What follows belongs to an exercise in optimizing a design on an open flow for small area, a short achievable clock period and few clock cycles; a production flow would make more cautious choices. At most, simulation tests tie the RTL to the original design; equivalence was not proved. The RTL of runs 1 to 4 was laid out without a check of its function. Power is estimated from default activity; no workload was simulated.

<file path="design.v">
module ash_rx (
    input  wire       clk,
    input  wire       rst,
    input  wire       in_valid,
    input  wire [7:0] in_byte,
    output wire       in_ready,
    output wire       out_valid,
    input  wire       out_ready,
    output wire [4:0] out_tag,
    output wire [7:0] out_data,
    output wire       out_last
);
    localparam integer N    = 128;         
    localparam integer RS   = 16;          
    localparam integer RSB  = 4;           
    localparam integer WS   = 16;          
    localparam integer WSB  = 4;           
    localparam integer NWT  = N / WS;
    localparam integer D    = 8;           
    localparam integer DB   = 3;           
    localparam [7:0] FLAG = 8'h7E, ESC = 8'h7D, XON = 8'h11, XOFF = 8'h13,
                     SUB  = 8'h18, CAN = 8'h1A;
    localparam [3:0] C_GOOD = 4'd0, C_BAD_ESCAPE = 4'd1, C_SHORT = 4'd2,
                     C_CRC = 4'd3, C_UNKNOWN = 4'd4, C_BAD_LENGTH = 4'd5,
                     C_BAD_VERSION = 4'd6, C_CANCEL = 4'd7, C_SUB = 4'd8,
                     C_XON = 4'd9, C_XOFF = 4'd10, C_OVERFLOW = 4'd11,
                     C_GOOD_FULL = 4'd15;
    localparam [4:0] T_BODY = 5'h07;
    function automatic is_reserved(input [7:0] b);
        is_reserved = (b == FLAG) || (b == ESC) || (b == XON) ||
                      (b == XOFF) || (b == SUB) || (b == CAN);
    endfunction
    function automatic [15:0] crc16_byte(input [15:0] c_in, input [7:0] b);
        integer k;
        reg [15:0] c;
        begin
            c = c_in ^ {b, 8'h00};
            for (k = 0; k < 8; k = k + 1)
                c = c[15] ? ((c << 1) ^ 16'h1021) : (c << 1);
            crc16_byte = c;
        end
    endfunction
    function automatic [7:0] lfsr_step(input [7:0] r);
        lfsr_step = (r >> 1) ^ (r[0] ? 8'hB8 : 8'h00);
    endfunction
    function automatic [4:0] hdr_tag(input [7:0] c);
        if (!c[7])                 hdr_tag = 5'h01;
        else if (c[6:5] == 2'b00)  hdr_tag = 5'h02;
        else if (c[6:5] == 2'b01)  hdr_tag = 5'h03;
        else if (c[1:0] == 2'b00)  hdr_tag = 5'h04;
        else if (c[1:0] == 2'b01)  hdr_tag = 5'h05;
        else                       hdr_tag = 5'h06;
    endfunction
    reg [7:0] ring [0:N-1];
    reg        pv, sv;
    reg [7:0]  pb, sb;
    reg        b_flag, b_can, b_sub, b_xo, b_esc, is_data;    
    reg        discard;
    reg        in_frame;        
    reg [7:0]  cnt;             
    reg [6:0]  wpos;            
    reg        al;              
    reg [7:0]  occ;             
    reg        ofull;           
    reg        esc_pend, esc_err;
    reg [2:0]  ulen;            
    reg [15:0] crc;
    reg        crc_ok;          
    reg        k_data, k_hdr, k_rstack, k_error;    
    reg        u1ok;            
    reg [3:0]  q_ent [0:D-1];
    reg [DB:0] q_wp, q_rp;      
    reg        hv;              
    reg [3:0]  h_code;
    reg        h_good;
    reg        rbusy;           
    reg        rfull;           
    reg [6:0]  rpos;            
    reg [7:0]  rb;              
    reg        rb_mark, rb_esc;
    reg [7:0]  rwalk;           
    reg        resc;
    reg [1:0]  uj;              
    reg [7:0]  d1, d2, d3;      
    reg        hdr;             
    reg        scr;             
    reg [7:0]  lfsr;
    reg        av;
    reg [4:0]  atag;
    reg [7:0]  adata;
    reg        alast;
    assign in_ready  = !sv;
    assign out_valid = av;
    assign out_tag   = atag;
    assign out_data  = adata;
    assign out_last  = alast;
    wire [7:0] nb       = sv ? sb : in_byte;      
    wire       full     = cnt[7];
    wire [7:0]  unesc   = pb ^ 8'h20;
    wire        u_valid = !esc_err && (esc_pend ? is_reserved(unesc) : !b_esc);
    wire [7:0]  u_byte  = esc_pend ? unesc : pb;
    wire [15:0] crc_nx  = crc16_byte(crc, u_byte);
    wire        esc_bad = esc_err || esc_pend;
    wire        f_good  = !esc_bad && crc_ok && (ulen >= 3'd3) &&
                          (k_data || (k_hdr && ulen == 3'd3) ||
                           ((k_rstack && u1ok || k_error) && ulen == 3'd5));
    wire [3:0]  fcode   = esc_bad              ? C_BAD_ESCAPE :
                          (ulen < 3'd3)        ? C_SHORT :
                          !crc_ok              ? C_CRC :
                          k_data               ? C_GOOD :
                          k_hdr                ? ((ulen == 3'd3) ? C_GOOD : C_BAD_LENGTH) :
                          (k_rstack || k_error) ? ((ulen != 3'd5) ? C_BAD_LENGTH :
                                                   (k_rstack && !u1ok) ? C_BAD_VERSION : C_GOOD) :
                                                  C_UNKNOWN;
    wire        slot_ok  = al && !ofull;
    wire        q_room   = (q_wp[DB-1:0] != q_rp[DB-1:0]) || (q_wp[DB] == q_rp[DB]);
    wire        need_slot = !discard && !full && (is_data || (b_flag && in_frame));
    wire        need_q   = !discard && ((b_flag && in_frame) || b_can || b_sub ||
                                        b_xo || (is_data && full));
    wire        go       = pv && (!need_slot || slot_ok) && (!need_q || q_room);
    wire        live     = go && !discard;
    wire        ev_flag  = live && b_flag && in_frame;
    wire        ev_drop  = live && (b_can || b_sub || (is_data && full) ||
                                    (b_flag && in_frame && !f_good));
    wire        ev_app   = live && is_data && !full;
    wire        wr       = live && !full && (is_data || (b_flag && in_frame && f_good));
    wire        push     = live && need_q;
    wire [3:0]  push_code = b_flag ? ((full && f_good) ? C_GOOD_FULL : fcode) :
                            b_can  ? C_CANCEL :
                            b_sub  ? C_SUB :
                            b_xo   ? (pb[1] ? C_XOFF : C_XON) :
                                     C_OVERFLOW;
    wire [NWT-1:0] wtap = {{(NWT-1){1'b0}}, 1'b1} << wpos[6:WSB];
    wire        space   = !av || out_ready;
    wire        q_empty = q_wp == q_rp;
    wire        rhit    = rpos[RSB-1:0] == 0;
    wire        r_vend  = rfull && rwalk[7];            
    wire        rstep   = rbusy && space && (r_vend || rhit);
    wire        r_end   = r_vend || rb_mark;
    wire        r_escb  = !resc && rb_esc;
    wire [7:0]  r_u     = resc ? (rb ^ 8'h20) : rb;
    wire        r_emit  = rstep && (r_end || (!r_escb && (uj == 2'd3)));
    wire        r_adv   = rstep && !r_vend;             
    wire        pop_idle  = !rbusy && hv && space;
    wire        pop_chain = rstep && r_end && hv && h_good;
    wire        pop = pop_idle || pop_chain;
    wire        e_diag  = pop_idle && !h_good;
    wire        ev      = r_emit || e_diag;
    wire [4:0]  etag    = e_diag ? ({1'b0, h_code} + 5'd7) :
                          hdr    ? hdr_tag(d3) : T_BODY;
    wire [7:0]  edata   = e_diag ? 8'h00 :
                          hdr    ? d3 : (d3 ^ (scr ? lfsr : 8'h00));
    wire        elast   = e_diag || r_end;
    wire        h_load  = !hv || pop;
    wire [7:0]  rpre    = ring[{rpos[6:RSB], {(RSB-1){1'b0}}, 1'b1}];
    wire [7:0]  occ_dr  = occ - cnt;
    wire [7:0]  occ_n   = ev_drop ? (r_adv ? occ_dr - 8'd1 : occ_dr) :
                          wr      ? (r_adv ? occ : occ + 8'd1) :
                                    (r_adv ? occ - 8'd1 : occ);
    wire [6:0]  wpos_dr = wpos - cnt[6:0] - 7'd1;
    wire [6:0]  wpos_n  = ev_drop ? wpos_dr : wr ? wpos : (wpos - 7'd1);
    wire        al_n    = ev_drop ? (wpos_dr[WSB-1:0] == 0) :
                          wr      ? al : (wpos[WSB-1:0] == 1);
    wire        ofull_n = ev_drop ? (cnt == 8'd0 && ofull && !r_adv) :
                          wr      ? (r_adv ? ofull : (occ == 8'd127)) :
                                    (ofull && !r_adv);
    integer i;
    always @(posedge clk) begin
        for (i = 0; i < N; i = i + 1) begin
            if ((i % WS) == WS - 1 && wr && wtap[((i + 1) % N) / WS])
                ring[i] <= pb;
            else
                ring[i] <= ring[(i + 1) % N];
        end
        if (push && !(h_load && q_empty))
            q_ent[q_wp[DB-1:0]] <= push_code;
        if (h_load) begin
            h_code <= q_empty ? push_code : q_ent[q_rp[DB-1:0]];
            h_good <= q_empty ? (push_code == C_GOOD || push_code == C_GOOD_FULL)
                              : (q_ent[q_rp[DB-1:0]] == C_GOOD ||
                                 q_ent[q_rp[DB-1:0]] == C_GOOD_FULL);
        end
        if (!pv || go) begin
            pb      <= nb;
            b_flag  <= nb == FLAG;
            b_can   <= nb == CAN;
            b_sub   <= nb == SUB;
            b_xo    <= (nb == XON) || (nb == XOFF);
            b_esc   <= nb == ESC;
            is_data <= !((nb == FLAG) || (nb == CAN) || (nb == SUB) ||
                         (nb == XON) || (nb == XOFF));
        end
        if (!sv)
            sb <= in_byte;
        rb      <= rpre;
        rb_mark <= rpre == FLAG;
        rb_esc  <= rpre == ESC;
    end
    always @(posedge clk) begin
        if (rst) begin
            pv       <= 1'b0;
            sv       <= 1'b0;
            discard  <= 1'b0;
            in_frame <= 1'b0;
            cnt      <= 8'd0;
            wpos     <= 7'd0;
            al       <= 1'b1;
            occ      <= 8'd0;
            ofull    <= 1'b0;
            esc_pend <= 1'b0;
            esc_err  <= 1'b0;
            ulen     <= 3'd0;
            crc      <= 16'hFFFF;
            crc_ok   <= 1'b0;
            k_data   <= 1'b0;
            k_hdr    <= 1'b0;
            k_rstack <= 1'b0;
            k_error  <= 1'b0;
            u1ok     <= 1'b0;
            q_wp     <= 0;
            q_rp     <= 0;
            hv       <= 1'b0;
            rbusy    <= 1'b0;
            rfull    <= 1'b0;
            rpos     <= 7'd0;
            rwalk    <= 8'd0;
            resc     <= 1'b0;
            uj       <= 2'd0;
            d1       <= 8'd0;
            d2       <= 8'd0;
            d3       <= 8'd0;
            hdr      <= 1'b0;
            scr      <= 1'b0;
            lfsr     <= 8'h42;
            av       <= 1'b0;
            atag     <= 5'd0;
            adata    <= 8'd0;
            alast    <= 1'b0;
        end else begin
            if (!pv || go) begin
                pv <= sv || in_valid;
                sv <= 1'b0;
            end else if (!sv)
                sv <= in_valid;
            if (go && discard) begin
                if (b_flag) discard <= 1'b0;
            end
            if (ev_flag || ev_drop) begin
                in_frame <= 1'b0;
                cnt      <= 8'd0;
                esc_pend <= 1'b0;
                esc_err  <= 1'b0;
                ulen     <= 3'd0;
                crc      <= 16'hFFFF;
                crc_ok   <= 1'b0;
                if (ev_drop && !b_flag && !b_can) discard <= 1'b1;
            end else if (ev_app) begin
                in_frame <= 1'b1;
                cnt      <= cnt + 8'd1;
                if (!esc_err) begin
                    if (esc_pend) begin
                        esc_pend <= 1'b0;
                        if (!u_valid) esc_err <= 1'b1;
                    end else if (b_esc)
                        esc_pend <= 1'b1;
                end
                if (u_valid) begin
                    if (ulen == 3'd0) begin
                        k_data   <= !u_byte[7];
                        k_hdr    <= u_byte[7] && (!u_byte[6] || u_byte == 8'hC0);
                        k_rstack <= u_byte == 8'hC1;
                        k_error  <= u_byte == 8'hC2;
                    end
                    if (ulen == 3'd1) u1ok <= (u_byte == 8'h02);
                    if (ulen != 3'd6) ulen <= ulen + 3'd1;
                    crc    <= crc_nx;
                    crc_ok <= crc_nx == 16'h0000;
                end
            end
            wpos  <= wpos_n;
            al    <= al_n;
            occ   <= occ_n;
            ofull <= ofull_n;
            if (push && !(h_load && q_empty))
                q_wp <= q_wp + 1'b1;
            if (h_load) begin
                hv <= !q_empty || push;
                if (!q_empty)
                    q_rp <= q_rp + 1'b1;
            end
            if (space) begin
                av    <= ev;
                atag  <= etag;
                adata <= edata;
                alast <= elast;
            end
            if (r_emit) begin
                if (hdr) begin
                    hdr <= 1'b0;
                    scr <= !d3[7];
                end else
                    lfsr <= lfsr_step(lfsr);
            end
            if (!r_adv)
                rpos <= rpos - 7'd1;
            if (pop) begin
                rbusy <= h_good;
                rfull <= h_code == C_GOOD_FULL;
                rwalk <= 8'd0;
                resc  <= 1'b0;
                uj    <= 2'd0;
                hdr   <= 1'b1;
                lfsr  <= 8'h42;
            end else if (rstep) begin
                if (r_end)
                    rbusy <= 1'b0;
                else begin
                    rwalk <= rwalk + 8'd1;
                    if (r_escb)
                        resc <= 1'b1;
                    else begin
                        resc <= 1'b0;
                        d1   <= r_u;
                        d2   <= d1;
                        d3   <= d2;
                        if (uj != 2'd3) uj <= uj + 2'd1;
                    end
                end
            end
        end
    end
endmodule
</file>
<file path="run.sh">
#!/bin/bash
# synth_recipe.tcl (not shown) runs the flow's synth.tcl, then flattens the netlist and writes it again
# the make line also repeats each setting of config.mk as NAME=value (left out here)
make -C /OpenROAD-flow-scripts/flow DESIGN_CONFIG=/design/flow/config.mk WORK_HOME=/design/flow/orfs CLKGATE_MAP_FILE= SYNTH_SCRIPT=/design/flow/synth_recipe.tcl finish
</file>
<file path="config.mk">
export PLATFORM = sky130hd
export DESIGN_NAME = ash_rx
export DESIGN_NICKNAME = ash_rx
export VERILOG_FILES = /design/flow/design.v
export SDC_FILE = /design/flow/constraint.sdc
export NUM_CORES = 4
export LEC_CHECK = 0
export CAP_MARGIN = 20
export CORE_MARGIN = 2
export CORE_UTILIZATION = 40
export SETUP_SLACK_MARGIN = 5
export SLEW_MARGIN = 20
</file>
<file path="constraint.sdc">
create_clock -name core_clock -period 8.0 [get_ports {clk}]
set_input_delay 1.6000 -clock core_clock [delete_from_list [all_inputs] [get_ports {clk}]]
set_output_delay 1.6000 -clock core_clock [all_outputs]
set_load 0.01 [all_outputs]
</file>
==> results of run 1 <==
-- logic make-up after synthesis --
family                   after synthesis
flip-flops                          1230
AND/OR/NAND/NOR                      410
AO/OA/AOI/OAI                        238
buffers and inverters                117
multiplexers                         102
XOR/XNOR                              90
adder cells (fa/ha/maj)               40
-- worst max path at each step --
stage                    from       to  slack (ns)  cells past startpoint
finish                ulen[1]   occ[7]        5.00                     16
CTS                   is_data   occ[6]        4.88                     14
global route          is_data   occ[6]        4.86                     14
detailed placement  out_ready    uj[0]        3.48                      8
floorplan           out_ready  rpos[5]        4.78                      8
global placement    out_ready    uj[0]        3.55                      8
-- cell usage in the layout, fill, tap and decap left out, drive strengths merged, types with 51 or more instances in the layout --
cell       n
dfxtp   1179
a21oi     76
nand2    131
edfxtp    51
xnor2     61
inv       55
buf       70
clkbuf   146
nor2     126
mux2      67
-- repair_timing --
item                       in CTS  in global routing
pin swaps                      23                 19
buffers inserted               43                 13
cloned                          1                  0
setup endpoints to repair     114                 69
resized for setup              57                 25
-- metrics by stage --
step / cell area (um^2) / hold WS, ns / total power, mW / worst slack, ns
2_1_floorplan: 31850 / 0.3096 / 7.843 / 4.781
3_3_place_gp: 33230 / 0.3096 / 8.133 / 3.548
3_5_place_dp: 33250 / 0.3121 / 8.173 / 3.484
4_1_cts: 37510 / 0.2945 / 13.56 / 4.881
5_1_grt: 37730 / 0.2994 / 14.01 / 4.860
6_report: 37730 / 0.2912 / 13.46 / 5.000
-- area by class of cell --
| class | count | area (um^2) | area share |
|---|---|---|---|
| antenna | 1 | 2.502 | 0.00006632 |
| clock buffer | 146 | 3004 | 0.07962 |
| clock inverter | 49 | 750.7 | 0.01990 |
| inverter | 52 | 205.2 | 0.005439 |
| multi-input combinational | 880 | 6502 | 0.1723 |
| sequential | 1230 | 25150 | 0.6666 |
| tap | 1050 | 1314 | 0.03482 |
| timing repair buffer | 96 | 793.3 | 0.02102 |
| timing repair inverter | 1 | 6.256 | 0.0001658 |
-- layer usage --
layer,vias to the layer above,share of wire,global-route usage
met4,0,0.024,0.04346
met2,287,0.45,0.2041
met1,7474,0.49,0.1799
met3,99,0.040,0.02823
met5,-,0,0
li1,7734,-,-
-- worst max-delay path, delay by kind of cell, from the launching register on --
kind | cells | cell delay, ns
mux | 1 | 0.20
xor+xnor | 1 | 0.18
buf+inv | 2 | 0.21
simple gates | 3 | 0.28
compound gates | 6 | 1.08
fa+ha+maj | 3 | 0.55
flops | 1 | 0.37
-- power by group through the flow --
stage                     combinational (mW)  clock [mW]  sequential, mW
after global routing                    1.10        5.69            7.22
after global placement                 0.862           0            7.27
after detailed placement               0.884           0            7.29
after CTS                              0.975        5.43            7.16
final                                   1.00        5.31            7.15
after floorplan                        0.700           0            7.14
==> notes.md, run 1 <==
* CTS Root Cell: clkbuf_16
* Hold_buf cts at 0
* Placed cell count at 3252
* Synth Area in Adders at 0.01649
* Hold Path Sink: ring[53][0]
* Count leader, synth: dfxtp_1
* Die width at 285.6 um
* Pleak at 14.79 nW
* Final Wtd Congestion at 0.8120
* Wirelength per Cell at 15.11 um
* Die Ht at 285.6 um
* Skew-Pair Late Insertion Delay at 0.67 ns
* Clock group share of total power at 0.394
* Area grow syn2layout at 18.93%
* Vias in the first global route at 15589
* Starting DRT DRC Count at 817
* Setup TNS at 0 ns
* Critical-path top delay cell: dfxtp_4
* DPL Wire Length at 32490 um
* Critical path launch point type: flip-flop
* Worst-case reg-to-reg path depth at 16
* Max-cap viol count at 0
* DRT Pass-1 Iters at 5
* Gr usage total at 0.1304
* Fin. Hold Viols at 0
* Synthesis warning total at 2
* Max Fclk at 333.4 MHz
* Fin cells at 3505
* Seq/Total Area, Yosys at 0.7922
* Initial antenna violation count at 0
* Share of power burned in registers at 0.531
* Commonest cells post-synth: 1179 x dfxtp_1, 130 x nand2_1, 124 x nor2_1, 76 x a21oi_1, 66 x mux2_2
* Status: no timing/DRC/antenna violations
* Min-Delay Path Class: flip-flop to flip-flop
* Skew final at 0.04444 ns
* Reg clk slew, reported paths at 0.07 ns
* Max transition margin at 0.3832
* Worst r2r src: ulen[1]
* Worst-Margin Slew at 0.9222 ns
* Synth Instances at 2227
* Post-Syn Area at 0.03173 mm^2
* Pin count of the biggest net entering global routing at 62
* Avg Inst Size Synth at 14.25 um^2
* Sw frac at 0.2235
* Cell accounting for the most synthesized area: dfxtp_1
* Most flops, register: ring
* Max VDD drop at 0.1984 mV
* Final core occ at 0.4792
* CTS tree: yes
* Synth area leaders: dfxtp_1 74%, edfxtp_1 4.8%, mux2_2 2.3%
* Share of Yosys cell area claimed by the top area cell type at 0.7440
* Most common flop cell mapped by yosys: dfxtp_1
* Worst Path Max Fanout at 6
* Layout cells sized above 1 at 0.1589
* Post-synthesis xor/xnor area fraction at 0.02485
* Critical Path End Type: flip-flop
* Critical path data arrival time at 3.56 ns
* Die area at 0.08158 mm^2
* Vias per inst at 4.449
* Fill cell count at 6712
* Most frequent CP cell: ha_4
* HP Start: ring[54][0]
* Yosys reg bits at 1230
* Switching power at 3.008 mW
* Total grt overflow at 0
* Nets@finish at 2418
* Worst path cell trace: ha_4 > ha_4 > a21oi_4 > o21ai_2 > a41oi_2 > nor2_4 > inv_8 > buf_12 > ha_4 > nand3_1 > o211ai_1 > o41ai_2 > xnor2_1 > mux2i_1 > nand2_1 > a41oi_2
* Syn Nets at 2279
* DRC Markers at 0
* Tcrit/Tclk final at 0.3750
* Comb power frac at 0.075
* CP required at 8.57 ns
* DR vias at 15594
* Final min period at 3.000 ns
* Async SR Flop Fraction at 0
* Worst hold stages at 0
* Simple-Gate Fraction of Synth Area at 0.06152
* Reg-to-reg slack, setup at 5.00 ns
* Core Region at 0.07874 mm^2
* RSZ-0062 raised after global routing: yes
* Worst path max stage delay at 0.37 ns
* DRT Wirelength at 52960 um
* Longest Clk Path Bufs at 3
* Final setup fails at 0
* Starting Density at 0.4029
* Cell area power density at 356.7 mW/mm^2
* I/O Buffers at 27
* Post-route ant nets at 0
* H-tree Lvls at 3
* RR Endpoint: occ[7]
* Worst Setup Path Type: flip-flop to flip-flop
* IO Count at 28
* Fin. max-slew vios at 0
* Sink Count at 1230
* EDFF count, synth at 51
* Rows at 103
* Synth Area in Compound Gates at 0.05060
* Post-synthesis mux area share at 0.03956
* Pint at 10.45 mW
* TritonCTS Buffers at 105
* Count of cell types in the netlist at 74
* Global-route wire length before repair at 84660 um
* Max reg flops at 1024
* Largest family of logic cells by synthesized area: simple AND/OR/NAND/NOR gates
==> run 2: changes to the inputs <==
--- a/design.v
+++ b/design.v
@@ -79,8 +79,8 @@
     reg [7:0]  rb;              
     reg        rb_mark, rb_esc;
-    reg [7:0]  rwalk;           
+    reg [6:0]  rwalk;           
     reg        resc;
     reg [1:0]  uj;              
-    reg [7:0]  d1, d2, d3;      
+    reg [7:0]  d1, d2;          
     reg        hdr;             
     reg        scr;             
@@ -135,11 +135,12 @@
     wire        q_empty = q_wp == q_rp;
     wire        rhit    = rpos[RSB-1:0] == 0;
-    wire        r_vend  = rfull && rwalk[7];            
-    wire        rstep   = rbusy && space && (r_vend || rhit);
-    wire        r_end   = r_vend || rb_mark;
+    wire [7:0]  rpre    = ring[{rpos[6:RSB], {(RSB-1){1'b0}}, 1'b1}];
+    wire        rstep   = rbusy && space && rhit;
+    wire        r_lastu = (rpre == FLAG) || (rfull && rwalk == 7'd127);
+    wire        r_end   = rb_mark || (rfull && rwalk == 7'd127);
     wire        r_escb  = !resc && rb_esc;
     wire [7:0]  r_u     = resc ? (rb ^ 8'h20) : rb;
-    wire        r_emit  = rstep && (r_end || (!r_escb && (uj == 2'd3)));
-    wire        r_adv   = rstep && !r_vend;             
+    wire        r_emit  = rstep && !rb_mark && !r_escb && uj[1];
+    wire        r_adv   = rstep;
     wire        pop_idle  = !rbusy && hv && space;
     wire        pop_chain = rstep && r_end && hv && h_good;
@@ -148,10 +149,9 @@
     wire        ev      = r_emit || e_diag;
     wire [4:0]  etag    = e_diag ? ({1'b0, h_code} + 5'd7) :
-                          hdr    ? hdr_tag(d3) : T_BODY;
+                          hdr    ? hdr_tag(d2) : T_BODY;
     wire [7:0]  edata   = e_diag ? 8'h00 :
-                          hdr    ? d3 : (d3 ^ (scr ? lfsr : 8'h00));
-    wire        elast   = e_diag || r_end;
+                          hdr    ? d2 : (d2 ^ (scr ? lfsr : 8'h00));
+    wire        elast   = e_diag || r_lastu;
     wire        h_load  = !hv || pop;
-    wire [7:0]  rpre    = ring[{rpos[6:RSB], {(RSB-1){1'b0}}, 1'b1}];
     wire [7:0]  occ_dr  = occ - cnt;
     wire [7:0]  occ_n   = ev_drop ? (r_adv ? occ_dr - 8'd1 : occ_dr) :
@@ -224,10 +224,9 @@
             rfull    <= 1'b0;
             rpos     <= 7'd0;
-            rwalk    <= 8'd0;
+            rwalk    <= 7'd0;
             resc     <= 1'b0;
             uj       <= 2'd0;
             d1       <= 8'd0;
             d2       <= 8'd0;
-            d3       <= 8'd0;
             hdr      <= 1'b0;
             scr      <= 1'b0;
@@ -298,5 +297,5 @@
                 if (hdr) begin
                     hdr <= 1'b0;
-                    scr <= !d3[7];
+                    scr <= !d2[7];
                 end else
                     lfsr <= lfsr_step(lfsr);
@@ -307,5 +306,5 @@
                 rbusy <= h_good;
                 rfull <= h_code == C_GOOD_FULL;
-                rwalk <= 8'd0;
+                rwalk <= 7'd0;
                 resc  <= 1'b0;
                 uj    <= 2'd0;
@@ -315,6 +314,6 @@
                 if (r_end)
                     rbusy <= 1'b0;
-                else begin
-                    rwalk <= rwalk + 8'd1;
+                if (!rb_mark) begin
+                    rwalk <= rwalk + 7'd1;
                     if (r_escb)
                         resc <= 1'b1;
@@ -323,6 +322,5 @@
                         d1   <= r_u;
                         d2   <= d1;
-                        d3   <= d2;
-                        if (uj != 2'd3) uj <= uj + 2'd1;
+                        if (!uj[1]) uj <= uj + 2'd1;
                     end
                 end
--- a/config.mk
+++ b/config.mk
@@ -9,4 +9,6 @@
 export CORE_MARGIN = 2
 export CORE_UTILIZATION = 40
+export CTS_CLUSTER_DIAMETER = 45
+export CTS_CLUSTER_SIZE = 40
 export SETUP_SLACK_MARGIN = 5
 export SLEW_MARGIN = 20
==> notes.md, run 2 <==
* DRT Wirelength at 53340 um (+0.72%)
* Post-route ant nets at 0 (unchanged)
* Gr usage total at 0.1323 (+0.001828)
* Avg Inst Size Synth at 14.60 um^2 (+2.5%)
* Fin. max-slew vios at 0 (unchanged)
* Max transition margin at 0.3762 (-0.006976)
* Starting Density at 0.4018 (-0.001122)
* Dpl ws at 3.958 ns (+0.4744 ns)
* Total grt overflow at 0 (unchanged)
* TritonCTS Buffers at 103 (-1.9%)
* Max reg flops at 1024 (unchanged)
* DR vias at 15440 (-0.99%)
* Comb power frac at 0.078 (+0.003)
* Pint at 10.18 mW (-2.5%)
* Core Region at 0.07861 mm^2 (-0.16%)
* Reg clk slew, reported paths at 0.08 ns (about the same)
* Max Fclk at 328.8 MHz (-1.4%)
* CP required at 8.53 ns (-0.04 ns)
* Final setup fails at 0 (unchanged)
* Final setup margin at 4.959 ns (-0.04150 ns)
* Starting DRT DRC Count at 837 (+2.4%)
* Count leader, synth: dfxtp_1
* Async SR Flop Fraction at 0 (unchanged)
* Die Ht at 285.0 um (-0.22%)
* Post-Syn Area at 0.03159 mm^2 (-0.44%)
* Fill cell count at 6760 (+0.72%)
* Area grow syn2layout at 19.19%
* Final non-filler cell area at 0.03765 mm^2 (-0.22%)
* Most common flop cell mapped by yosys: dfxtp_1
* Count of cell types in the netlist at 88 (+19%)
* Critical path data arrival time at 3.57 ns (about the same)
* Layout cells sized above 1 at 0.1714 (+0.01243)
* Skew-Pair Late Insertion Delay at 0.66 ns (about the same)
* Share of power burned in registers at 0.518 (-0.013)
* I/O Buffers at 27 (unchanged)
* RSZ-0062 raised after global routing: yes
* Final Wtd Congestion at 0.8235 (+1.4%)
* Die area at 0.08123 mm^2 (-0.43%)
* DRC Markers at 0 (unchanged)
* Critical Path End Type: flip-flop
* Global-route wire length before repair at 84700 um (about the same)
* Vias in the first global route at 15455 (-0.86%)
* Clock group share of total power at 0.405 (+0.011)
* Commonest cells after routing, fill and taps aside: 1162 x dfxtp_1, 113 x nor2_1, 103 x clkbuf_16
* Synth area leaders: dfxtp_1 74%, edfxtp_1 4.8%, mux2_2 2.0%
* Synth Instances at 2163 (-2.9%)
* DPL Wire Length at 32030 um (-1.4%)
* Most common cell after layout, fill and taps aside: dfxtp_1
* Syn Nets at 2214 (-2.9%)
* Yosys reg bits at 1221 (-0.73%)
* Skew final at 0.03314 ns (-0.01130 ns)
* Setup TNS at 0 ns (unchanged)
* Final min period at 3.041 ns (+0.04150 ns)
* H-tree Lvls at 3 (unchanged)
* Pleak at 14.67 nW (-0.79%)
* Worst Path Max Fanout at 7 (+1)
* DRT Pass-1 Iters at 5 (unchanged)
* Vias per inst at 4.500 (+1.1%)
* Cell accounting for the most synthesized area: dfxtp_1
* Synthesis warning total at 2 (unchanged)
* Status: no timing/DRC/antenna violations
* Longest Clk Path Bufs at 3 (unchanged)
* Cell area power density at 359.2 mW/mm^2 (+0.70%)
* Area of the multi-input gates at 0.006536 mm^2 (+0.52%)
* Sequential cell area at 0.02498 mm^2 (-0.68%)
* Wirelength per Cell at 15.55 um (+2.9%)
* Max-cap viol count at 0 (unchanged)
* Fin. Hold Viols at 0 (unchanged)
* Ant diodes at 0 (-1)
* Placed Area at 0.03314 mm^2 (-0.33%)
* Die width at 285.0 um (-0.22%)
* Pin count of the biggest net entering global routing at 82 (+32%)
* Rows at 103 (unchanged)
* Share of Yosys cell area claimed by the top area cell type at 0.7416 (-0.002404)
* EDFF count, synth at 51 (unchanged)
* Tcrit/Tclk final at 0.3801 (+0.005187)
* Max VDD drop at 0.2172 mV (+9.5%)
* Sw frac at 0.2469 (+0.02338)
* CTS Root Cell: clkbuf_16
* Nets@finish at 2343 (-3.1%)
* Critical path launch point type: flip-flop
* CTS tree: yes
* Most flops, register: ring
* IO Count at 28 (unchanged)
* Switching power at 3.339 mW (+11%)
* Worst-Margin Slew at 0.9337 ns (+0.01154 ns)
* Worst Setup Path Type: flip-flop to flip-flop
* Sink Count at 1221 (-0.73%)
* Seq/Total Area, Yosys at 0.7900 (-0.002189)
* Initial antenna violation count at 0 (unchanged)
* Commonest cells post-synth: 1170 x dfxtp_1, 116 x nor2_1, 94 x nand2_1, 62 x xnor2_1, 60 x a21oi_1
* Min-Delay Path Class: flip-flop to flip-flop
run 2: cell types whose count changed after synthesis, sizes merged, moves of 7 or more:
cell,before,now
nor2b,15,7
nor2,126,118
dfxtp,1179,1170
nand2,131,94
buf,14,30
mux2i,23,33
a221oi,12,2
nor3,28,21
a21oi,76,63
clkbuf,51,34
run 2: worst max-delay path, stage by stage (launching register included):
cell and delay (ns):
dfxtp_4 0.37, ha_4 0.17, ha_4 0.17, a21oi_4 0.18, o21ai_4 0.09, a41oi_4 0.33
nor2_8 0.06, inv_8 0.08, ha_1 0.24, a21oi_2 0.18, o211ai_1 0.17, o41ai_2 0.33
xnor2_1 0.19, nand3_1 0.10, o211ai_1 0.12, a41oi_2 0.14
run 2: cells by family after synthesis:
kind of cell,Yosys count,share of synthesized area
flip-flops,1221,0.7900
adder cells (fa/ha/maj),39,0.01616
buffers and inverters,110,0.01501
AO/OA/AOI/OAI,221,0.04968
multiplexers,116,0.04611
AND/OR/NAND/NOR,363,0.05720
XOR/XNOR,93,0.02579
run 2: metrics by stage:
step                      hold slack, ns  total power, mW  instances    util
after floorplan                   0.3096            7.768       2163       -
after global placement            0.3098            8.076       3185  0.4216
after detailed placement          0.3121            8.107       3185  0.4216
after CTS                         0.2937            13.64       3414  0.4763
after global routing              0.3033            14.07       3431  0.4789
final                             0.3013            13.52       3431  0.4789
run 2: routing by layer:
layer,up-vias,GRT usage,part of all wire
met5,-,0,0
met3,89,0.03480,0.058
met2,340,0.1923,0.42
met4,0,0.05759,0.031
li1,7555,-,-
met1,7456,0.1858,0.49
run 2: worst paths after layout:
kind | endpoint | cells past startpoint | startpoint | slack [ns]
min | ring[35][1] | 0 | ring[36][1] | 0.30
max | occ[7] | 15 | ulen[0] | 4.96
max reg2reg | occ[7] | 15 | ulen[0] | 4.96
min reg2reg | ring[35][1] | 0 | ring[36][1] | 0.30
run 2: power by group through the flow:
stage               Clock [mW]  Combinational (mW)  Sequential, mW
floorplan                    0               0.741            7.03
global placement             0               0.951            7.13
detailed placement           0               0.965            7.14
CTS                       5.62                1.01            7.01
global route              5.86                1.14            7.07
finish                    5.48                1.05            7.00
run 2: repair_timing:
action | in CTS | in global routing
setup endpoints to repair | 145 | 89
setup buffers | 35 | 17
resized for setup | 59 | 17
pin swaps | 22 | 24
hold buffers | 0 | 0
run 2: area by class of cell:
class	count	share of cell area
Inverter	46	0.004786
Multi-Input combinational cell	832	0.1736
Timing Repair Buffer	88	0.01971
Sequential cell	1221	0.6636
Clock inverter	85	0.03357
Tap cell	1050	0.03490
Clock buffer	109	0.06986
==> run 3: changes to the inputs <==
--- a/config.mk
+++ b/config.mk
@@ -9,6 +9,4 @@
 export CORE_MARGIN = 2
 export CORE_UTILIZATION = 40
-export CTS_CLUSTER_DIAMETER = 45
-export CTS_CLUSTER_SIZE = 40
 export SETUP_SLACK_MARGIN = 5
 export SLEW_MARGIN = 20
==> notes.md, run 3 <==
* Status: no timing/DRC/antenna violations
* Cell area power density at 353.3 mW/mm^2 (-1.7%)
* Worst path max stage delay at 0.47 ns (+0.10 ns)
* Vias per inst at 4.501 (about the same)
* Sink Count at 1221 (unchanged)
* DRT Wirelength at 53420 um (+0.14%)
* Commonest cells post-synth: 1170 x dfxtp_1, 116 x nor2_1, 94 x nand2_1, 62 x xnor2_1, 60 x a21oi_1
* Post-Syn Area at 0.03159 mm^2 (unchanged)
* Starting Density at 0.4018 (unchanged)
* Reg-to-reg slack, setup at 4.94 ns (-0.02 ns)
* Worst path cell trace: a211oi_4 > a211oi_4 > a21o_4 > nor2_8 > inv_8 > buf_6 > fa_2 > a21o_1 > a21oi_2 > o21bai_1 > a21oi_1 > xor2_1 > and3_1 > a2111oi_2
* IO Count at 28 (unchanged)
* Gr usage total at 0.1315 (-0.0007394)
* Worst-Margin Slew at 0.8966 ns (-0.03711 ns)
* Worst r2r src: is_data
* Share of Yosys cell area claimed by the top area cell type at 0.7416 (unchanged)
* Total grt overflow at 0 (unchanged)
* Most flops, register: ring
* Synthesis warning total at 2 (unchanged)
* TritonCTS Buffers at 108 (+4.9%)
* DRT Pass-1 Iters at 5 (unchanged)
* Yosys reg bits at 1221 (unchanged)
* Count leader, synth: dfxtp_1
* Crit path launch: is_data
* Global-route wire length before repair at 84260 um (-0.52%)
* Syn Nets at 2214 (unchanged)
* H-tree Lvls at 3 (unchanged)
* Cell accounting for the most synthesized area: dfxtp_1
* Pleak at 14.61 nW (-0.42%)
* Worst-case reg-to-reg path depth at 14 (-1)
* Die Ht at 285.0 um (unchanged)
* RR Endpoint: occ[6]
* Tcrit/Tclk final at 0.3827 (+0.002551)
* Final min period at 3.062 ns (+0.02041 ns)
* Final Wtd Congestion at 0.8235 (unchanged)
* Async SR Flop Fraction at 0 (unchanged)
* Most common flop cell mapped by yosys: dfxtp_1
* CTS Root Cell: clkbuf_16
* Initial antenna violation count at 1 (+1)
* Area grow syn2layout at 18.67%
* Critical-path top delay cell: edfxtp_1
* Die width at 285.0 um (unchanged)
* Longest Clk Path Bufs at 3 (unchanged)
* Worst Path Max Fanout at 6 (-1)
* CTS tree: yes
* Critical path launch point type: flip-flop
* Hold_buf cts at 0 (unchanged)
* Max transition margin at 0.4023 (+0.02602)
* Die area at 0.08123 mm^2 (unchanged)
* Critical path data arrival time at 3.61 ns (+0.04 ns)
* Placed cell count at 3185 (unchanged)
* Count of cell types in the netlist at 88 (unchanged)
* Met1 usage at 0.1844 (-0.001349)
* Starting DRT DRC Count at 913 (+9.1%)
* RSZ-0062 raised after global routing: yes
* Min-Delay Path Class: flip-flop to flip-flop
* DRC Markers at 0 (unchanged)
* Max VDD drop at 0.1903 mV (-12%)
* Final setup fails at 0 (unchanged)
* I/O Buffers at 27 (unchanged)
* EDFF count, synth at 51 (unchanged)
* Met2 usage at 0.1921 (about the same)
* Sequential cell area at 0.02498 mm^2 (about the same)
* Fill cell count at 6761 (+0.015%)
* Max-cap viol count at 0 (unchanged)
* Post-route ant nets at 0 (unchanged)
* Avg Inst Size Synth at 14.60 um^2 (unchanged)
* Skew final at 0.02853 ns (-0.004605 ns)
* Pin count of the biggest net entering global routing at 82 (unchanged)
* Routing usage on met3 at 0.03272 (-0.002080)
* Nets@finish at 2346 (+0.13%)
* Most common cell after layout, fill and taps aside: dfxtp_1
* Critical Path End Type: flip-flop
* Wirelength per Cell at 15.55 um (about the same)
* Setup TNS at 0 ns (unchanged)
* Layout cells sized above 1 at 0.1627 (-0.008673)
* DR vias at 15461 (+0.14%)
* Seq/Total Area, Yosys at 0.7900 (unchanged)
* Vias in the first global route at 15437 (-0.12%)
* CP required at 8.55 ns (+0.02 ns)
* Reg clk slew, reported paths at 0.06 ns (-0.02 ns)
* Max Fclk at 326.6 MHz (-0.67%)
* Fin. max-slew vios at 0 (unchanged)
* Ant diodes at 0 (unchanged)
* Fin. Hold Viols at 0 (unchanged)
* Worst hold stages at 0 (unchanged)
* HP Start: ring[5][3]
* Max reg flops at 1024 (unchanged)
* Synth area leaders: dfxtp_1 74%, edfxtp_1 4.8%, mux2_2 2.0%
* DPL Wire Length at 32030 um (unchanged)
* Commonest cells after routing, fill and taps aside: 1160 x dfxtp_1, 113 x nor2_1, 108 x clkbuf_16
* Fin cells at 3435 (+0.12%)
* Hold Path Sink: ring[4][3]
* Area of the multi-input gates at 0.006576 mm^2 (+0.61%)
* Core Region at 0.07861 mm^2 (unchanged)
* GR peak layer: met2
* Rows at 103 (unchanged)
* Synth Instances at 2163 (unchanged)
* Skew-Pair Late Insertion Delay at 0.67 ns (about the same)
* Worst Setup Path Type: flip-flop to flip-flop
* Most frequent CP cell: a211oi_4
[run 3: cell counts after synthesis]
No cell type changed its count.
[run 3: how the worst max path moves through the flow]
stage	to	slack (ns)	cells after the start
3_5_place_dp	rwalk[4]	3.96	7
4_1_cts	occ[7]	4.82	16
3_3_place_gp	lfsr[6]	4.05	7
6_report	occ[6]	4.94	14
5_1_grt	occ[6]	4.80	14
2_1_floorplan	d2[0]	4.76	9
[run 3: kinds of logic after synthesis]
logic type      share of synthesized area
fa+ha+maj                         0.01616
xor+xnor                          0.02579
simple gates                      0.05720
buf+inv                           0.01501
compound gates                    0.04968
mux                               0.04611
flops                              0.7900
[run 3: final cells by class]
| type | count | share of cell area |
|---|---|---|
| clock buffers | 157 | 0.08208 |
| repair buffers | 85 | 0.02010 |
| flip-flops and latches | 1221 | 0.6666 |
| well taps | 1050 | 0.03505 |
| clock inverters | 43 | 0.01596 |
| multi-input cells | 833 | 0.1755 |
| inverters | 46 | 0.004807 |
[run 3: per-layer routing]
metal  up-vias  share of wire
li1       7545              -
met1      7463           0.49
met2       349           0.42
met3       104          0.057
met4         0          0.033
met5         -              0
[run 3: stage by stage]
step	utilization	power (mW)	instance area, um^2	setup slack (ns)	hold WS [ns]
2_1_floorplan	-	7.768	31820	4.757	0.3096
3_3_place_gp	0.4216	8.076	33140	4.050	0.3098
3_5_place_dp	0.4216	8.107	33140	3.958	0.3121
4_1_cts	0.4733	13.36	37210	4.822	0.3047
5_1_grt	0.4768	13.79	37480	4.798	0.3058
6_report	0.4768	13.24	37480	4.938	0.3128
[run 3: power by group]
part | internal [mW] | leakage (nW) | switching (mW)
logic | 0.431 | 2.85 | 0.606
clock network | 3.02 | 1.79 | 2.18
registers | 6.76 | 9.97 | 0.247
[run 3: repair_timing]
item,CTS,global route
endpoints found under the hold margin,0,0
cloned,0,1
setup buffers,29,20
gates resized for setup,59,24
endpoints found under the setup margin,144,97
pin swaps,20,18
[run 3: critical path: cells and delay by family (launching register included)]
family,cells,cell delay [ns]
adders and majority gates,1,0.35
and+or+nand+nor,2,0.34
DFF,1,0.47
AOI/OAI and AO/OA,8,1.54
buffers and inverters,2,0.16
xor gates and xnor gates,1,0.09
==> run 4: changes to the inputs <==
--- a/design.v
+++ b/design.v
@@ -69,4 +69,5 @@
     reg        k_data, k_hdr, k_rstack, k_error;    
     reg        u1ok;            
+    reg        fg;              
     reg [3:0]  q_ent [0:D-1];
     reg [DB:0] q_wp, q_rp;      
@@ -102,7 +103,8 @@
     wire [15:0] crc_nx  = crc16_byte(crc, u_byte);
     wire        esc_bad = esc_err || esc_pend;
-    wire        f_good  = !esc_bad && crc_ok && (ulen >= 3'd3) &&
-                          (k_data || (k_hdr && ulen == 3'd3) ||
-                           ((k_rstack && u1ok || k_error) && ulen == 3'd5));
+    wire        lenok_n = (ulen == 3'd2) ? (k_data || k_hdr) :
+                          (ulen == 3'd4) ? (k_data || (k_rstack && u1ok) || k_error) :
+                          (ulen != 3'd0 && ulen != 3'd1) && k_data;
+    wire        fg_n    = u_valid && (crc_nx == 16'h0000) && lenok_n;
     wire [3:0]  fcode   = esc_bad              ? C_BAD_ESCAPE :
                           (ulen < 3'd3)        ? C_SHORT :
@@ -122,9 +124,9 @@
     wire        ev_flag  = live && b_flag && in_frame;
     wire        ev_drop  = live && (b_can || b_sub || (is_data && full) ||
-                                    (b_flag && in_frame && !f_good));
+                                    (b_flag && in_frame && !fg));
     wire        ev_app   = live && is_data && !full;
-    wire        wr       = live && !full && (is_data || (b_flag && in_frame && f_good));
+    wire        wr       = live && !full && (is_data || (b_flag && in_frame && fg));
     wire        push     = live && need_q;
-    wire [3:0]  push_code = b_flag ? ((full && f_good) ? C_GOOD_FULL : fcode) :
+    wire [3:0]  push_code = b_flag ? ((full && fg) ? C_GOOD_FULL : fcode) :
                             b_can  ? C_CANCEL :
                             b_sub  ? C_SUB :
@@ -213,4 +215,5 @@
             crc      <= 16'hFFFF;
             crc_ok   <= 1'b0;
+            fg       <= 1'b0;
             k_data   <= 1'b0;
             k_hdr    <= 1'b0;
@@ -253,8 +256,10 @@
                 crc      <= 16'hFFFF;
                 crc_ok   <= 1'b0;
+                fg       <= 1'b0;
                 if (ev_drop && !b_flag && !b_can) discard <= 1'b1;
             end else if (ev_app) begin
                 in_frame <= 1'b1;
                 cnt      <= cnt + 8'd1;
+                fg       <= fg_n;
                 if (!esc_err) begin
                     if (esc_pend) begin
==> notes.md, run 4 <==
* Critical-path top delay cell: edfxtp_1
* Seq/Total Area, Yosys at 0.7897 (about the same)
* Starting Density at 0.4023 (+0.0005252)
* CTS Root Cell: clkbuf_16
* Cell area power density at 363.7 mW/mm^2 (+2.9%)
* Critical path data arrival time at 3.52 ns (-0.09 ns)
* Gr usage total at 0.1274 (-0.004166)
* Wirelength per Cell at 14.99 um (-3.6%)
* Synth Area in Compound Gates at 0.04360 (-0.006078)
* Share of Yosys cell area claimed by the top area cell type at 0.7412 (about the same)
* Commonest cells post-synth: 1171 x dfxtp_1, 135 x nand2_1, 104 x nor2_1, 74 x mux2_2, 70 x a21oi_1
* Post-synthesis mux area share at 0.04929 (+0.003184)
* Share of power burned in registers at 0.526 (-0.003)
* I/O Buffers at 27 (unchanged)
* Simple-Gate Fraction of Synth Area at 0.06168 (+0.004475)
* DRT Wirelength at 51520 um (-3.5%)
* Starting DRT DRC Count at 781 (-14%)
* Die width at 285.2 um (about the same)
* Rows at 103 (unchanged)
* Synth area leaders: dfxtp_1 74%, edfxtp_1 4.8%, mux2_2 2.6%
* Max Fclk at 340.4 MHz (+4.2%)
* IO Count at 28 (unchanged)
* Worst path max stage delay at 0.46 ns (about the same)
* Final min period at 2.937 ns (-0.1243 ns)
* Fin. max-slew vios at 0 (unchanged)
* Skew-Pair Late Insertion Delay at 0.66 ns (about the same)
* Pin count of the biggest net entering global routing at 42 (-49%)
* Syn Nets at 2239 (+1.1%)
* H-tree Lvls at 3 (unchanged)
* Worst Setup Path Type: flip-flop to flip-flop
* Worst-Margin Slew at 1.140 ns (+0.2431 ns)
* Most common cell after layout, fill and taps aside: dfxtp_1
* Worst Path Max Fanout at 11 (+5)
* DRT Pass-1 Iters at 5 (unchanged)
* Synthesis warning total at 2 (unchanged)
* Count leader, synth: dfxtp_1
* Critical path launch point type: flip-flop
* TritonCTS Buffers at 109 (+0.93%)
* DPL Wire Length at 31660 um (-1.1%)
* Count of cell types in the netlist at 76 (-14%)
* Commonest cells after routing, fill and taps aside: 1166 x dfxtp_1, 131 x nand2_1, 110 x clkbuf_16
* Most flops, register: ring
* Critical Path End Type: flip-flop
* Largest family of logic cells by synthesized area: simple AND/OR/NAND/NOR gates
* CP required at 8.59 ns (+0.04 ns)
* Final setup fails at 0 (unchanged)
* Comb power frac at 0.084 (+0.006)
* Vias in the first global route at 15257 (-1.2%)
* Die area at 0.08133 mm^2 (+0.13%)
* Clock group share of total power at 0.390 (-0.003)
* Sw frac at 0.2308 (+0.001837)
* RSZ-0062 raised after global routing: yes
* Max transition margin at 0.2370 (-0.1653)
* Die Ht at 285.2 um (about the same)
* Pleak at 14.47 nW (-0.98%)
* Min-Delay Path Class: flip-flop to flip-flop
* Async SR Flop Fraction at 0 (unchanged)
* Synth Area in Adders at 0.01614 (-0.00002110)
* Layout cells sized above 1 at 0.1579 (-0.004745)
* Most common flop cell mapped by yosys: dfxtp_1
* DR vias at 15130 (-2.1%)
* Fin. Hold Viols at 0 (unchanged)
* Most frequent CP cell: a21oi_4
* Vias per inst at 4.402 (-2.2%)
* EDFF count, synth at 51 (unchanged)
* Skew final at 0.02250 ns (-0.006029 ns)
* Area grow syn2layout at 17.69%
* Placed Area at 0.03311 mm^2 (-0.11%)
* Yosys reg bits at 1222 (+0.082%)
* Core Region at 0.07861 mm^2 (unchanged)
* Tcrit/Tclk final at 0.3672 (-0.01553)
* DRC Markers at 0 (unchanged)
* Initial antenna violation count at 2 (+1)
* Avg Inst Size Synth at 14.45 um^2 (-1.0%)
* Final core occ at 0.4735 (-0.003311)
* Worst path cell trace: a211oi_4 > a21oi_4 > a21oi_4 > inv_8 > ha_1 > a211oi_2 > o21ai_1 > a311oi_2 > xor2_1 > nor2_1 > a311o_1 > a21oi_1
* Nets@finish at 2351 (+0.21%)
* Ant diodes at 0 (unchanged)
* Final Wtd Congestion at 0.8085 (-1.8%)
* Fill cell count at 6781 (+0.30%)
* Status: no timing/DRC/antenna violations
* Post-synthesis xor/xnor area fraction at 0.02492 (-0.0008645)
* Max reg flops at 1024 (unchanged)
* Cell accounting for the most synthesized area: dfxtp_1
* CTS tree: yes
* Max VDD drop at 0.1906 mV (+0.17%)
* Global-route wire length before repair at 82540 um (-2.0%)
* Post-Syn Area at 0.03163 mm^2 (+0.13%)
* Max-cap viol count at 0 (unchanged)
* Sink Count at 1222 (+0.082%)
* Longest Clk Path Bufs at 3 (unchanged)
* Setup TNS at 0 ns (unchanged)
* Reg clk slew, reported paths at 0.06 ns (about the same)
* Synth Instances at 2188 (+1.2%)
* Total grt overflow at 0 (unchanged)
* Final non-filler cell area at 0.03722 mm^2 (-0.69%)
* Switching power at 3.125 mW (+3.1%)
* Pint at 10.41 mW (+2.0%)
* Post-route ant nets at 0 (unchanged)
[run 4: cell types whose count changed after synthesis, moves of 5 or more]
cell,before,now
a21oi_1,60,70
mux2_1,11,0
mux2_2,55,74
nand2_1,94,135
nand3_1,27,21
nor2_1,116,104
nor3_1,18,31
o21a_1,9,4
o22ai_1,0,6
[run 4: stage by stage]
step	instances	hold slack, ns	power (mW)	setup WS, ns
after floorplan	2188	0.3096	7.981	4.997
after global placement	3213	0.3102	8.314	3.817
after detailed placement	3213	0.3121	8.344	3.699
after CTS	3420	0.3185	13.66	4.869
after global routing	3437	0.3212	14.13	4.877
final	3437	0.3117	13.54	5.063
[run 4: repair_timing]
action,in CTS,in global routing
pin swaps,6,13
resized for setup,37,25
endpoints found under the setup margin,124,89
setup buffers,9,17
hold buffers,0,0
[run 4: cell type report]
class                   instances  area [um^2]  share of cell area
clock buffers                 143         3097             0.08320
inverters                      43        168.9            0.004538
repair buffers                 65        561.8             0.01509
well taps                    1050         1314             0.03530
multi-input cells             859         6450              0.1733
flip-flops and latches       1222        24990              0.6713
clock inverters                55        643.1             0.01728
[run 4: power groups by stage]
stage	Combinational, mW	Clock [mW]	Sequential [mW]
6_report	1.14	5.28	7.12
5_1_grt	1.27	5.66	7.20
4_1_cts	1.11	5.41	7.14
3_5_place_dp	1.09	0	7.25
3_3_place_gp	1.08	0	7.24
2_1_floorplan	0.888	0	7.09
[run 4: critical path, delay by kind of cell, from the launching register on]
| family | cells | cell delay [ns] |
|---|---|---|
| AO/OA/AOI/OAI | 8 | 1.81 |
| XOR/XNOR | 1 | 0.16 |
| adder cells (fa/ha/maj) | 1 | 0.31 |
| buffers and inverters | 1 | 0.08 |
| flip-flops | 1 | 0.46 |
| AND/OR/NAND/NOR | 1 | 0.05 |
[run 4: worst paths after layout]
kind / startpoint / slack, ns / endpoint / depth (start not counted)
max: b_can / 5.06 / occ[7] / 12
min: ring[109][5] / 0.31 / ring[108][5] / 0
min reg2reg: ring[109][5] / 0.31 / ring[108][5] / 0
max reg2reg: b_can / 5.06 / occ[7] / 12
[run 4: layer usage]
layer	track usage	vias up	wire (um)
li1	-	7553	-
met4	0.05144	0	1650
met3	0.02688	130	1984
met2	0.1942	254	22500
met5	0	-	0
met1	0.1768	7193	25390
[run 4: logic make-up (layout without fill, tap and decap cells)]
| group | after synthesis | count (layout) |
|---|---|---|
| adder cells (fa/ha/maj) | 39 | 39 |
| XOR/XNOR | 90 | 90 |
| AO/OA/AOI/OAI | 214 | 214 |
| AND/OR/NAND/NOR | 392 | 392 |
| multiplexers | 124 | 124 |
| flip-flops | 1222 | 1222 |
| buffers and inverters | 107 | 306 |
==> run 5: changes to the inputs <==
--- a/design.v
+++ b/design.v
@@ -61,5 +61,4 @@
     reg [6:0]  wpos;            
     reg        al;              
-    reg [7:0]  occ;             
     reg        ofull;           
     reg        esc_pend, esc_err;
@@ -156,8 +155,5 @@
     wire        elast   = e_diag || r_lastu;
     wire        h_load  = !hv || pop;
-    wire [7:0]  occ_dr  = occ - cnt;
-    wire [7:0]  occ_n   = ev_drop ? (r_adv ? occ_dr - 8'd1 : occ_dr) :
-                          wr      ? (r_adv ? occ : occ + 8'd1) :
-                                    (r_adv ? occ - 8'd1 : occ);
+    wire        occ127  = rpos == wpos + 7'd1;
     wire [6:0]  wpos_dr = wpos - cnt[6:0] - 7'd1;
     wire [6:0]  wpos_n  = ev_drop ? wpos_dr : wr ? wpos : (wpos - 7'd1);
@@ -165,5 +161,5 @@
                           wr      ? al : (wpos[WSB-1:0] == 1);
     wire        ofull_n = ev_drop ? (cnt == 8'd0 && ofull && !r_adv) :
-                          wr      ? (r_adv ? ofull : (occ == 8'd127)) :
+                          wr      ? (r_adv ? ofull : occ127) :
                                     (ofull && !r_adv);
     integer i;
@@ -208,5 +204,4 @@
             wpos     <= 7'd0;
             al       <= 1'b1;
-            occ      <= 8'd0;
             ofull    <= 1'b0;
             esc_pend <= 1'b0;
@@ -284,5 +279,4 @@
             wpos  <= wpos_n;
             al    <= al_n;
-            occ   <= occ_n;
             ofull <= ofull_n;
             if (push && !(h_load && q_empty))
==> notes.md, run 5 <==
* DR vias at 14498 (-4.2%)
* Sequential cell area at 0.02483 mm^2 (-0.65%)
* Cell area power density at 369.6 mW/mm^2 (+1.6%)
* Commonest cells post-synth: 1163 x dfxtp_1, 109 x nor2_1, 69 x nand2_1, 52 x xnor2_1
* RSZ-0062 raised after global routing: no
* Commonest cells after routing, fill and taps aside: 1156 x dfxtp_1, 112 x clkbuf_16, 108 x nor2_1
* Dpl ws at 3.494 ns (-0.2054 ns)
* Die area at 0.07965 mm^2 (-2.1%)
* Met2 routed WL at 23450 um (+4.2%)
* DRC Markers at 0 (unchanged)
* Comb power frac at 0.074 (-0.010)
* Ant diodes at 0 (unchanged)
* Worst path max stage delay at 0.39 ns (-0.07 ns)
* Initial antenna violation count at 1 (-1)
* Die Ht at 282.2 um (-1.0%)
* I/O Buffers at 27 (unchanged)
* Post-synthesis mux area share at 0.05403 (+0.004735)
* M1 wire length at 23980 um (-5.5%)
* Critical path launch point type: flip-flop
* Starting DRT DRC Count at 722 (-7.6%)
* Total grt overflow at 0 (unchanged)
* Layout cells sized above 1 at 0.1520 (-0.005900)
* H-tree Lvls at 3 (unchanged)
* Rows at 102 (-0.97%)
* Post-synthesis xor/xnor area fraction at 0.02311 (-0.001809)
* Die width at 282.2 um (-1.0%)
* DPL Wire Length at 30550 um (-3.5%)
* Crit path buffers/inverters at 1 (unchanged)
* Nets@finish at 2204 (-6.3%)
* Area of the multi-input gates at 0.005898 mm^2 (-8.6%)
* Count leader, synth: dfxtp_1
* Synth area leaders: dfxtp_1 75%, edfxtp_1 4.9%, mux2_2 1.9%
* Status: no timing/DRC/antenna violations
* Yosys reg bits at 1214 (-0.65%)
* Critical path data arrival time at 1.34 ns (-2.18 ns)
* Max-cap viol count at 0 (unchanged)
* Worst path cell trace: dlygate4sd2_1
* Fill cell count at 6587 (-2.9%)
* Final min period at 2.940 ns (+0.002780 ns)
* Fin. Hold Viols at 0 (unchanged)
* Cell accounting for the most synthesized area: dfxtp_1
* Synth Area in Adders at 0.009941 (-0.006200)
* Pleak at 14.31 nW (-1.1%)
* Count of cell types in the netlist at 95 (+25%)
* Worst-Margin Slew at 0.8800 ns (-0.2597 ns)
* Skew final at 0.02679 ns (+0.004284 ns)
* Pint at 10.46 mW (+0.45%)
* Final setup margin at 5.060 ns (-0.002780 ns)
* Post-Syn Area at 0.03096 mm^2 (-2.1%)
* Most common flop cell mapped by yosys: dfxtp_1
* Area grow syn2layout at 17.99%
* Synthesis warning total at 2 (unchanged)
* Sink Count at 1214 (-0.65%)
* Critical Path End Type: output port
* Max reg flops at 1024 (unchanged)
* Seq/Total Area, Yosys at 0.8014 (+0.01177)
* Avg Inst Size Synth at 15.04 um^2 (+4.0%)
* Synth Area in Compound Gates at 0.04057 (-0.003025)
* CP top delay family: flip-flops
* Max transition margin at 0.4057 (+0.1687)
* Setup TNS at 0 ns (unchanged)
* Sw frac at 0.2253 (-0.005565)
* Max VDD drop at 0.1575 mV (-17%)
* IO Count at 28 (unchanged)
* Clock group share of total power at 0.395 (+0.005)
* Async SR Flop Fraction at 0 (unchanged)
* CTS tree: yes
* Post-route ant nets at 0 (unchanged)
* TritonCTS Buffers at 106 (-2.8%)
* Worst Path Max Fanout at 2 (-9)
* Skew-Pair Late Insertion Delay at 0.66 ns (about the same)
* Critical-path top delay cell: dfxtp_1
* Pin count of the biggest net entering global routing at 77 (+83%)
* Gr usage total at 0.1296 (+0.002270)
* Most flops, register: ring
* EDFF count, synth at 51 (unchanged)
* Largest family of logic cells by synthesized area: simple AND/OR/NAND/NOR gates
* Max Fclk at 340.1 MHz (about the same)
* Met3 routed WL at 1983 um (about the same)
* DRT Wirelength at 50770 um (-1.5%)
* CTS Root Cell: clkbuf_16
* DRT Pass-1 Iters at 5 (unchanged)
* Share of power burned in registers at 0.532 (+0.006)
* Vias in the first global route at 14569 (-4.5%)
* Simple-Gate Fraction of Synth Area at 0.05649 (-0.005183)
* Tcrit/Tclk final at 0.3675 (about the same)
* Reg clk slew, reported paths at 0.06 ns (about the same)
* Hold_buf cts at 0 (unchanged)
* Wirelength per Cell at 15.40 um (+2.8%)
* Most common cell after layout, fill and taps aside: dfxtp_1
* DR top layer: met4
* Starting Density at 0.4017 (-0.0006392)
* Switching power at 3.041 mW (-2.7%)
* Final Wtd Congestion at 0.7816 (-3.3%)
* CP required at 6.40 ns (-2.19 ns)
* Global-route wire length before repair at 80740 um (-2.2%)
* Syn Nets at 2095 (-6.4%)
* Fin. max-slew vios at 0 (unchanged)
* Synth Instances at 2059 (-5.9%)
* Share of Yosys cell area claimed by the top area cell type at 0.7520 (+0.01073)
* Longest Clk Path Bufs at 3 (unchanged)
* Final setup fails at 0 (unchanged)
* Worst Setup Path Type: flip-flop to output port
* Core Region at 0.07708 mm^2 (-1.9%)
* Min-Delay Path Class: flip-flop to flip-flop
* Vias per inst at 4.399 (about the same)
run 5: cell count changes after synthesis, moves of 14 or more:
cell     previous run  this run
mux2_2             74        51
mux2_1              0        18
o21ai_0            36        17
nand2_1           135        69
a21oi_1            70        43
mux2i_1            32        46
run 5: kinds of logic (layout without fill, tap and decap cells):
logic type,after synthesis,in the layout
fa+ha+maj,24,24
simple gates,335,336
buf+inv,103,299
mux,137,137
compound gates,166,166
flops,1214,1214
xor+xnor,80,80
run 5: area by class of cell:
class                           instances  share of cell area
Sequential cell                      1214              0.6795
Clock inverter                         51             0.01938
Clock buffer                          145             0.08422
Timing Repair Buffer                   58             0.01517
Tap cell                             1040             0.03562
Multi-Input combinational cell        743              0.1614
Inverter                               45            0.004624
run 5: final timing paths:
path         cells after the start      endpoint         from  slack, ns
min                              0   ring[49][2]  ring[50][2]       0.32
max                              1   out_data[4]     adata[4]       5.06
min reg2reg                      0   ring[49][2]  ring[50][2]       0.32
max reg2reg                      6  ring[127][4]      q_wp[0]       5.15
run 5: metrics by stage:
| stage | area [um^2] | utilization | total power [mW] | hold WS [ns] | instances |
|---|---|---|---|---|---|
| 6_report | 36530 | 0.4739 | 13.50 | 0.3153 | 3296 |
| 5_1_grt | 36530 | 0.4739 | 14.06 | 0.3177 | 3296 |
| 4_1_cts | 36410 | 0.4724 | 13.64 | 0.3193 | 3289 |
| 3_5_place_dp | 32420 | 0.4206 | 8.276 | 0.3121 | 3075 |
| 3_3_place_gp | 32420 | 0.4205 | 8.240 | 0.3096 | 3075 |
| 2_1_floorplan | 31080 | - | 7.928 | 0.3096 | 2059 |
run 5: what timing repair did:
action                     in CTS  in global routing
pin swaps                       9                  5
buffers inserted               17                  7
setup endpoints to repair     171                 44
gates cloned                    1                  0
gates resized for setup        35                  4
run 5: power by group through the flow:
stage	registers [mW]	clock network, mW	logic [mW]
global placement	7.29	0	0.949
global route	7.26	5.71	1.10
CTS	7.19	5.45	0.994
floorplan	7.15	0	0.777
detailed placement	7.31	0	0.969
finish	7.18	5.33	0.994
run 5: per-layer routing:
layer | vias up | track usage
met1 | 7041 | 0.1708
met3 | 82 | 0.02354
li1 | 7115 | -
met5 | - | 0
met2 | 260 | 0.2106
met4 | 0 | 0.05413
Testbench counts of run 5, summed over its fixed seeds: cycles 10,095.
==> run 6: changes to the inputs <==
==> flow/run.sh (new file) <==
#!/bin/bash
# The standard layout (standard.sh: the standard synthesis and the ORFS
# steps to finish), with one change: clock tree synthesis is run without
# dummy loads. Everything the steps print goes to standard.log here; ORFS
# keeps each step's own log under orfs/logs/.
set -euo pipefail
export CTS_ARGS="-sink_clustering_enable -repair_clock_nets -dont_use_dummy_load"
bash standard.sh > standard.log 2>&1
==> standard.sh (new file) <==
#!/bin/bash
# synth_recipe.tcl (not shown) runs the flow's synth.tcl, then flattens the netlist and writes it again
# the make line also repeats each setting of config.mk as NAME=value (left out here)
make -C /OpenROAD-flow-scripts/flow DESIGN_CONFIG=/design/flow/config.mk WORK_HOME=/design/flow/orfs CLKGATE_MAP_FILE= SYNTH_SCRIPT=/design/flow/synth_recipe.tcl "${@:-finish}"
removed: run.sh
==> notes.md, run 6 <==
* Seq/Total Area, Yosys at 0.8014 (unchanged)
* Critical Path End Type: flip-flop
* Worst Path Max Fanout at 16 (+14)
* Skew-Pair Late Insertion Delay at 0.65 ns (about the same)
* DR vias at 14234 (-1.8%)
* DPL Wire Length at 30550 um (unchanged)
* Hold_buf cts at 0 (unchanged)
* Area grow syn2layout at 14.23%
* Post-Syn Area at 0.03096 mm^2 (unchanged)
* Synth area leaders: dfxtp_1 75%, edfxtp_1 4.9%, mux2_2 1.9%
* Total grt overflow at 0 (unchanged)
* DRT Wirelength at 49920 um (-1.7%)
* Cell accounting for the most synthesized area: dfxtp_1
* Critical path launch point type: primary input
* Count of cell types in the netlist at 95 (unchanged)
* Vias per inst at 4.441 (+0.97%)
* Worst path max stage delay at 0.50 ns (+0.11 ns)
* Starting Density at 0.4017 (unchanged)
* Setup TNS at 0 ns (unchanged)
* Max reg flops at 1024 (unchanged)
* Fin. Hold Viols at 0 (unchanged)
* Worst path cell trace: dlygate4sd2_1 > nor2b_4 > or2_4 > o31ai_2 > a21o_2 > mux2i_1 > nor2_1
* Status: no timing/DRC/antenna violations
* I/O Buffers at 27 (unchanged)
* Rows at 102 (unchanged)
* Final min period at 2.926 ns (-0.01416 ns)
* Final Wtd Congestion at 0.7816 (unchanged)
* Die area at 0.07965 mm^2 (unchanged)
* Max transition margin at 0.4031 (-0.002585)
* Initial antenna violation count at 2 (+1)
* Most flops, register: ring
* Synthesis warning total at 2 (unchanged)
* Final non-filler cell area at 0.03537 mm^2 (-3.2%)
* Worst hold stages at 0 (unchanged)
* Nets@finish at 2203 (-0.045%)
* Synth Instances at 2059 (unchanged)
* Worst hold margin at 0.2970 ns (-0.01830 ns)
* Global-route wire length before repair at 79900 um (-1.0%)
* Wirelength per Cell at 15.58 um (+1.1%)
* Cell area power density at 349.9 mW/mm^2 (-5.3%)
* Commonest cells post-synth: 1163 x dfxtp_1, 109 x nor2_1, 69 x nand2_1, 52 x xnor2_1
* Starting DRT DRC Count at 713 (-1.2%)
* Most common flop cell mapped by yosys: dfxtp_1
* Commonest cells after routing, fill and taps aside: 1158 x dfxtp_1, 108 x nor2_1, 106 x clkbuf_16
* Pin count of the biggest net entering global routing at 77 (unchanged)
* Longest Clk Path Bufs at 3 (unchanged)
* Critical-path top delay cell: a21o_2
* Gr usage total at 0.1284 (-0.001192)
* Yosys reg bits at 1214 (unchanged)
* CP required at 8.45 ns (+2.05 ns)
* Die Ht at 282.2 um (unchanged)
* Pleak at 13.74 nW (-4.0%)
* TritonCTS Buffers at 106 (unchanged)
* CTS tree: yes
* Tcrit/Tclk final at 0.3657 (-0.001770)
* Ant diodes at 0 (unchanged)
* Worst-Margin Slew at 0.8838 ns (+0.003827 ns)
* Critical path data arrival time at 3.37 ns (+2.03 ns)
* Fin. max-slew vios at 0 (unchanged)
* Max VDD drop at 0.1680 mV (+6.7%)
* Fin cells at 3205 (-2.8%)
* Vias in the first global route at 14459 (-0.76%)
* Placed cell count at 3075 (unchanged)
* IO Count at 28 (unchanged)
* Avg Inst Size Synth at 15.04 um^2 (unchanged)
* Die width at 282.2 um (unchanged)
* Skew final at 0.05785 ns (+0.03106 ns)
* Most common cell after layout, fill and taps aside: dfxtp_1
* Core Region at 0.07708 mm^2 (unchanged)
* Max-cap viol count at 0 (unchanged)
* Min-Delay Path Class: flip-flop to flip-flop
* RSZ-0062 raised after global routing: yes
* EDFF count, synth at 51 (unchanged)
* Reg clk slew, reported paths at 0.06 ns (about the same)
* Placed Area at 0.03242 mm^2 (unchanged)
* Share of Yosys cell area claimed by the top area cell type at 0.7520 (unchanged)
* Layout cells sized above 1 at 0.1233 (-0.02871)
* CTS Root Cell: clkbuf_16
* Post-route ant nets at 0 (unchanged)
* Max Fclk at 341.8 MHz (+0.48%)
* Final core occ at 0.4588 (-0.01510)
* Syn Nets at 2095 (unchanged)
* H-tree Lvls at 3 (unchanged)
* DRT Pass-1 Iters at 5 (unchanged)
* Count leader, synth: dfxtp_1
* Worst-case reg-to-reg path depth at 6 (unchanged)
* Final setup fails at 0 (unchanged)
* Async SR Flop Fraction at 0 (unchanged)
* Worst Setup Path Type: primary input to flip-flop
* DRC Markers at 0 (unchanged)
* Sink Count at 1214 (unchanged)
[run 6: kinds of logic after synthesis]
family	count (synthesis)	share of synthesized area
buffers and inverters	103	0.01443
flip-flops	1214	0.8014
multiplexers	137	0.05403
AND/OR/NAND/NOR	335	0.05649
adder cells (fa/ha/maj)	24	0.009941
AO/OA/AOI/OAI	166	0.04057
XOR/XNOR	80	0.02312
[run 6: worst paths after layout]
kind / start / to / slack (ns)
setup / recovery: out_ready / d2[1] / 5.07
hold / removal: ring[59][4] / ring[58][4] / 0.30
setup reg to reg: q_wp[0] / ring[111][7] / 5.11
hold reg to reg: ring[59][4] / ring[58][4] / 0.30
[run 6: layout make-up]
type / count / area [um^2]
Clock buffer: 106 / 2653
Inverter: 45 / 168.9
Tap cell: 1040 / 1301
Fill cell: 6714 / 41720
Multi-Input combinational cell: 743 / 5889
Timing Repair Buffer: 57 / 534.3
Sequential cell: 1214 / 24820
[run 6: worst max-delay path: cells and delay by family]
| family | cells | cell delay, ns |
|---|---|---|
| compound gates | 2 | 0.76 |
| buf+inv | 1 | 0.33 |
| mux | 1 | 0.24 |
| simple gates | 3 | 0.43 |
[run 6: per-layer routing]
layer / part of all wire / vias to the layer above / track usage / wire length (um)
met5: 0 / - / 0 / 0
met4: 0.026 / 0 / 0.05155 / 1274
met3: 0.039 / 83 / 0.02379 / 1931
met2: 0.46 / 234 / 0.2085 / 23170
met1: 0.47 / 6896 / 0.1699 / 23540
li1: - / 7021 / - / -
[run 6: stage by stage]
stage | power (mW) | setup WS, ns
2_1_floorplan | 7.928 | 4.725
3_3_place_gp | 8.240 | 3.575
3_5_place_dp | 8.276 | 3.494
4_1_cts | 12.52 | 5.020
5_1_grt | 12.93 | 4.943
6_report | 12.38 | 5.074
[run 6: power by group]
group	switching [mW]	internal, mW	total, mW
clock network	1.89	2.31	4.20
registers	0.316	6.86	7.18
logic	0.561	0.433	0.995
total	2.77	9.61	12.4
[run 6: what timing repair did]
action,CTS,global route
cloned,1,0
buffers inserted,15,8
endpoints found under the setup margin,166,45
endpoints found under the hold margin,0,0
pin swaps,8,4
resized for setup,32,3

-- port drivers added, routing unchanged --
No port has a modelled driver above. Below, the same layouts with a new extraction and two added sets of constraints.
Step 1, drivers: a clkbuf_16 drives clk and a buf_2 each remaining input, both assumed.
Step 2 times the ports against the registers' clock, not the clock port: input delays grow and output delays shrink by t, the midpoint of the rising clock arrivals with the driver on.
Three values: ideal ports, drivers, drivers and shift; two values: the first two.
run	t (ns)	setup slack, ns
run 1	0.704	5.000 / 5.000 / 4.478
run 2	0.709	4.959 / 4.959 / 4.454
run 3	0.722	4.938 / 4.938 / 4.461
run 4	0.710	5.063 / 5.015 / 4.437
run 5	0.710	5.060 / 4.996 / 4.392
run 6	0.684	5.074 / 5.033 / 4.426
After both steps every run listed still meets setup and hold.
